This is an optimization exercise on Yosys and OpenROAD, whose aim is small area, a short achievable clock period and few clock cycles per item, not a production implementation. Where RTL was checked, it was by simulation tests only, not by an equivalence proof against the original. No activity file was given, so power comes from the tool's default toggle rates.

==> flow/design.v (excerpt) <==
module qsearch_mb (
    input  wire        clk,
    input  wire        rst,         
    input  wire        in_valid,
    output wire        in_ready,
    input  wire [15:0] in_coef,     
    input  wire        in_mode,     
    output wire        out_valid,
    input  wire        out_ready,
    output wire [3:0]  out_qno,     
    output wire        out_fit,     
    output wire [11:0] out_cost,    
    output wire [11:0] out_cls      
);
Size in the first run: roughly 2200 cells after synthesis, about 340 flip-flops, ~0.020 mm² of cells after synthesis.
Settings: LEC_CHECK=0, CAP_MARGIN=50, CORE_MARGIN=2, CORE_UTILIZATION=50, SLEW_MARGIN=70, SYNTH_MEMORY_MAX_BITS=8192, BUFFER_PORTS_ARGS=-buffer_cell sky130_fd_sc_hd__buf_2; clock period 12.5 ns.
standard.sh (not shown) runs the stock make flow with config.mk's settings and CLKGATE_MAP_FILE= SYNTH_SCRIPT=/design/flow/synth_recipe.tcl, a recipe that flattens the netlist after the stock synthesis.
==> flow/flow/run.sh <==
#!/bin/bash
# Standard layout, with the port buffers made of plain buffers
# (sky130_fd_sc_hd__buf_2) instead of the delay buffers buffer_ports picks.
set -euo pipefail
echo 'export BUFFER_PORTS_ARGS = -buffer_cell sky130_fd_sc_hd__buf_2' >> "$FLOW_CONFIG"
bash standard.sh > standard.log 2>&1
==> next run, changes <==
--- a/flow/config.mk
+++ b/flow/config.mk
@@ -10 +10 @@
-export CORE_UTILIZATION = 50
+export CORE_UTILIZATION = 25
What happened: Wire length falls by 1.1%. Non-clock buffer count stays the same. Die area rises by 98%. Setup slack is better by 440 ps. Via count falls by 0.63%. Core utilization falls by 27 points.
Function was not checked in any run of this note: the RTL went through the layout flow alone.

Another version of the RTL of qsearch_mb (not shown whole).
For scale: roughly 2400 cells after synthesis.
export LEC_CHECK = 0
export CAP_MARGIN = 50
export CORE_MARGIN = 2
export CORE_UTILIZATION = 25
export SLEW_MARGIN = 70
export SYNTH_MEMORY_MAX_BITS = 8192
create_clock -name core_clock -period 12.5 [get_ports {clk}]
run.sh (not shown) runs the stock make flow with config.mk's settings and CLKGATE_MAP_FILE= SYNTH_SCRIPT=/design/flow/synth_recipe.tcl, a recipe that flattens the netlist after the stock synthesis.
Stock flow here: none of the scripts above is used.
The baseline finished clean.
Next try:
--- a/flow/config.mk
+++ b/flow/config.mk
@@ -8 +8 @@
-export CAP_MARGIN = 50
+export CAP_MARGIN = 80
@@ -11 +11 @@
-export SLEW_MARGIN = 70
+export SLEW_MARGIN = 90
=> Global-route usage increases by 4.5 points; setup slack gets worse by 7800 ps; routed wire length increases by 87%; total power went up by 26%; design area went up by 63%; count of clock-buffer cells in the layout is higher by 7; flip-flop and latch count stays the same; utilization increases by 19 points.
Next try:
==> flow/flow/run.sh (new file) <==
#!/bin/bash
# Standard layout, with the port buffers made of plain buffers
# (sky130_fd_sc_hd__buf_2) instead of the delay buffers buffer_ports picks.
set -euo pipefail
echo 'export BUFFER_PORTS_ARGS = -buffer_cell sky130_fd_sc_hd__buf_2' >> "$FLOW_CONFIG"
bash standard.sh > standard.log 2>&1
==> flow/standard.sh (new file) <==
#!/bin/bash
# synth_recipe.tcl (not shown) runs the flow's synth.tcl, then flattens the netlist and writes it again
# the make line also repeats each setting of config.mk as NAME=value (left out here)
make -C /OpenROAD-flow-scripts/flow DESIGN_CONFIG=/design/flow/config.mk WORK_HOME=/design/flow/orfs CLKGATE_MAP_FILE= SYNTH_SCRIPT=/design/flow/synth_recipe.tcl "${@:-finish}"
--- a/flow/config.mk
+++ b/flow/config.mk
@@ -8 +8 @@
-export CAP_MARGIN = 80
+export CAP_MARGIN = 50
@@ -11 +11 @@
-export SLEW_MARGIN = 90
+export SLEW_MARGIN = 70
@@ -12,0 +13 @@
+export BUFFER_PORTS_ARGS = -buffer_cell sky130_fd_sc_hd__buf_2
removed: flow/run.sh
What happened: Hold slack degrades by 7.7 ps; synthesized area does not change; setup slack improves by 8200 ps; first-iteration DRC count drops by 39%.
No run of this note included a check of the RTL's function; only the layout flow was run.

The RTL this note starts from:
==> flow/design.v <==
module qsearch_mb (
    input  wire        clk,
    input  wire        rst,         
    input  wire        in_valid,
    output wire        in_ready,
    input  wire [15:0] in_coef,     
    input  wire        in_mode,     
    output wire        out_valid,
    input  wire        out_ready,
    output wire [3:0]  out_qno,     
    output wire        out_fit,     
    output wire [11:0] out_cost,    
    output wire [11:0] out_cls      
);
    reg         stall;             
    reg         v0;
    reg  [15:0] c0;
    reg         m0;
    assign in_ready = !stall;
    always @(posedge clk) begin
        v0 <= in_valid && !stall && !rst;
        c0 <= in_coef;
        m0 <= in_mode;
    end
    reg  [5:0]  cnt;               
    reg  [2:0]  blk;
    reg         bmode;
    reg         g11, g23, g35;     
    reg  [2:0]  cat [0:5];         
    reg  [1:0]  zone1;
    reg         dc1;               
    reg         e1;                
    reg  [2:0]  blke;              
    reg         eob2;              
    wire [15:0] mag  = c0[15] ? (16'd0 - c0) : c0;
    wire        ac0  = v0 && (cnt != 6'd0);
    wire        md   = (cnt == 6'd0) ? m0 : bmode;
    wire [1:0]  zone = md ? cnt[1:0] : cnt[5:4];
    function [2:0] cat_of(input [15:0] m, input [2:0] s);
        reg [15:0] a;
        begin
            a = m >> s;
            if (a > 16'd255)     cat_of = 3'd5;
            else if (a > 16'd3)  cat_of = 3'd4;
            else                 cat_of = {1'b0, a[1:0]};
        end
    endfunction
    integer k;
    always @(posedge clk) begin
        if (rst) begin
            cnt  <= 6'd0;
            blk  <= 3'd0;
            e1   <= 1'b0;
            eob2 <= 1'b0;
        end else begin
            if (v0) begin
                cnt <= cnt + 6'd1;
                if (cnt == 6'd63) blk <= (blk == 3'd5) ? 3'd0 : blk + 3'd1;
            end
            e1   <= v0 && (cnt == 6'd63);
            eob2 <= e1;
        end
        if (v0 && cnt == 6'd0) bmode <= m0;
        if (v0 && cnt == 6'd1) begin
            g11 <= mag > 16'd11;
            g23 <= mag > 16'd23;
            g35 <= mag > 16'd35;
        end else if (ac0) begin
            g11 <= g11 | (mag > 16'd11);
            g23 <= g23 | (mag > 16'd23);
            g35 <= g35 | (mag > 16'd35);
        end
        if (v0 && cnt == 6'd63) blke <= blk;
        for (k = 0; k < 6; k = k + 1)
            cat[k] <= ac0 ? cat_of(mag, k[2:0]) : 3'd7;
        zone1 <= zone;
        dc1   <= v0 && (cnt == 6'd0);
    end
    localparam [16*13-1:0] ROWS = {
        16'h5544,    
        16'h5443,    
        16'h2111,    
        16'h1111,    
        16'h4433,    
        16'h4332,    
        16'h3322,    
        16'h3221,    
        16'h2211,    
        16'h2110,    
        16'h1100,    
        16'h1000,    
        16'h0000     
    };
    wire [6:0]  u_acc [0:12];
    wire        u_ovf [0:12];
    genvar u;
    generate
        for (u = 0; u < 13; u = u + 1) begin : unit
            localparam [15:0] ROW = ROWS[16*u +: 16];
            reg  [6:0] acc;
            reg  [1:0] run;        
            reg        ovf;        
            reg  [2:0] c;
            reg  [4:0] tok;
            reg  [1:0] run_n;
            reg        bad;
            wire [7:0] sum = {1'b0, acc} + {3'd0, tok};
            always @(*) begin
                c     = cat[ROW[4*zone1 +: 3]];
                tok   = 5'd0;
                run_n = 2'd0;
                bad   = 1'b0;
                case (c)
                    3'd0: run_n = (run == 2'd3) ? 2'd3 : run + 2'd1;
                    3'd1: case (run)
                              2'd0: tok = 5'd3;  2'd1: tok = 5'd5;
                              2'd2: tok = 5'd6;  default: tok = 5'd16;
                          endcase
                    3'd2: case (run)
                              2'd0: tok = 5'd4;  2'd1: tok = 5'd11;
                              default: tok = 5'd17;
                          endcase
                    3'd3: case (run)
                              2'd0: tok = 5'd5;  2'd1: tok = 5'd12;
                              default: tok = 5'd18;
                          endcase
                    3'd4: case (run)
                              2'd0: tok = 5'd16; 2'd1: tok = 5'd23;
                              default: tok = 5'd29;
                          endcase
                    3'd5: bad = 1'b1;
                    default: run_n = run;
                endcase
            end
            always @(posedge clk) begin
                if (dc1) begin
                    acc <= 7'd31;
                    run <= 2'd0;
                    ovf <= 1'b0;
                end else begin
                    acc <= sum[6:0];
                    run <= run_n;
                    ovf <= ovf | sum[7] | bad;
                end
            end
            assign u_acc[u] = acc;
            assign u_ovf[u] = ovf;
        end
    endgenerate
    localparam [4*9-1:0] CQ = {4'd1, 4'd3, 4'd5, 4'd7, 4'd9, 4'd11, 4'd13, 4'd14, 4'd15};
    localparam [4*9-1:0] CN = {4'd8, 4'd7, 4'd6, 4'd5, 4'd4, 4'd3, 4'd2, 4'd1, 4'd0};
    localparam [4*9-1:0] CC = {4'd12, 4'd11, 4'd8, 4'd7, 4'd6, 4'd5, 4'd4, 4'd10, 4'd9};
    reg  [9:0]  tot [0:8];
    reg  [8:0]  fit;
    reg  [11:0] cls;
    reg         pend;              
    wire [1:0]  bcls   = g35 ? 2'd3 : g23 ? 2'd2 : g11 ? 2'd1 : 2'd0;
    wire        chroma = blke[2];
    wire        first  = (blke == 3'd0);
    genvar n;
    generate
        for (n = 0; n < 9; n = n + 1) begin : cand
            wire [6:0] a  = g35 ? u_acc[CC[4*n +: 4]] : u_acc[CN[4*n +: 4]];
            wire       o  = g35 ? u_ovf[CC[4*n +: 4]] : u_ovf[CN[4*n +: 4]];
            wire       ok = !o && !(chroma && a[6] && a[5]);
            always @(posedge clk) begin
                if (eob2) begin
                    tot[n] <= (first ? 10'd862 : tot[n]) + {3'd0, a};
                    fit[n] <= (first || fit[n]) && ok;
                end
            end
        end
    endgenerate
    reg         ov;
    reg  [3:0]  r_qno;
    reg         r_fit;
    reg  [9:0]  r_cost;
    reg  [3:0]  s_qno;
    reg  [9:0]  s_cost;
    integer j;
    always @(*) begin
        s_qno  = 4'd0;
        s_cost = 10'd0;
        for (j = 8; j >= 0; j = j - 1)
            if (fit[j]) begin
                s_qno  = CQ[4*j +: 4];
                s_cost = tot[j];
            end
    end
    always @(posedge clk) begin
        if (eob2) cls[2*blke +: 2] <= bcls;
        if (pend && !ov) begin
            r_qno  <= s_qno;
            r_fit  <= |fit;
            r_cost <= s_cost;
        end
        if (rst) begin
            pend  <= 1'b0;
            ov    <= 1'b0;
            stall <= 1'b0;
        end else begin
            if (eob2 && blke == 3'd5) pend <= 1'b1;
            else if (!ov)             pend <= 1'b0;
            ov    <= ov ? !out_ready : pend;
            stall <= (pend || ov) && (blk == 3'd0) && (cnt[5:2] == 4'b1111);
        end
    end
    assign out_valid = ov;
    assign out_qno   = r_qno;
    assign out_fit   = r_fit;
    assign out_cost  = {2'd0, r_cost};
    assign out_cls   = cls;
endmodule
Settings: LEC_CHECK=0, CAP_MARGIN=20, CORE_MARGIN=2, CORE_UTILIZATION=25, SLEW_MARGIN=20, SYNTH_MEMORY_MAX_BITS=8192; clock period 12.5 ns.
Stock flow here: none of the scripts above is used.
The baseline produced a clean layout.
Testbench counts at the start, summed over its fixed seeds: cycles 49,192, mbs 128.
Next try:
- CAP_MARGIN: 20 -> 50
- SLEW_MARGIN: 20 -> 70
The changed run finished with timing, DRC and antenna clean.
Register-to-register slack gets better by 0.69 ns.
Clock-buffer cell count rises by 6.
Synthesized cell count is unchanged.
Critical path depth does not change.
Non-clock buffer count increases by 24.
Power grows slightly.
Next try:
- ABC_CLOCK_PERIOD_IN_PS: default -> 3000
- CAP_MARGIN: 50 -> 20
- SLEW_MARGIN: 70 -> 20
The changed run finished with timing, DRC and antenna clean.
Sequential power stays flat.
Via count barely changes.
Power decreases by 0.31%.
Final area decreases by 2.6%.
Worst setup slack loses 0.69 ns.

-- port drivers added, routing unchanged --
The results above use ideal ports. As a check the final layouts listed here were re-extracted and re-timed, cells and wires unchanged.
Step 1 sets driving cells, clkbuf_16 on the clock port and buf_2 on the other inputs (assumed; they add their load-dependent delay and slew).
Step 2 also shifts input and output timing later by t, the mid clock arrival at the registers, as if the neighbouring blocks saw the same clock.
Slacks: ideal ports / drivers / drivers and shift; pairs: ideal ports / drivers.
run | t (ns) | setup slack, ns | worst register clock-pin slew, ns | worst data-port slew with drivers (ns)
the first run of note 1 | 0.605 | 7.459 / 7.459 / 7.459 | 0.06 / 0.06 | 0.07
the second run of note 1 | 0.611 | 7.897 / 7.897 / 7.897 | 0.06 / 0.06 | 0.05
the first run of note 2 | 0.621 | 8.392 / 8.329 / 8.731 | 0.07 / 0.07 | 0.04
the second run of note 2 | 0.665 | 0.595 / 0.595 / 0.595 | 0.07 / 0.07 | 0.04
the third run of note 2 | 0.626 | 8.768 / 8.733 / 8.768 | 0.07 / 0.07 | 0.04
the first run of note 3 | 0.621 | 7.645 / 7.645 / 7.645 | 0.07 / 0.07 | 0.05
the second run of note 3 | 0.626 | 8.332 / 8.332 / 8.332 | 0.06 / 0.06 | 0.04
the third run of note 3 | 0.621 | 7.645 / 7.645 / 7.645 | 0.07 / 0.07 | 0.05
After both steps every run listed still meets setup and hold.
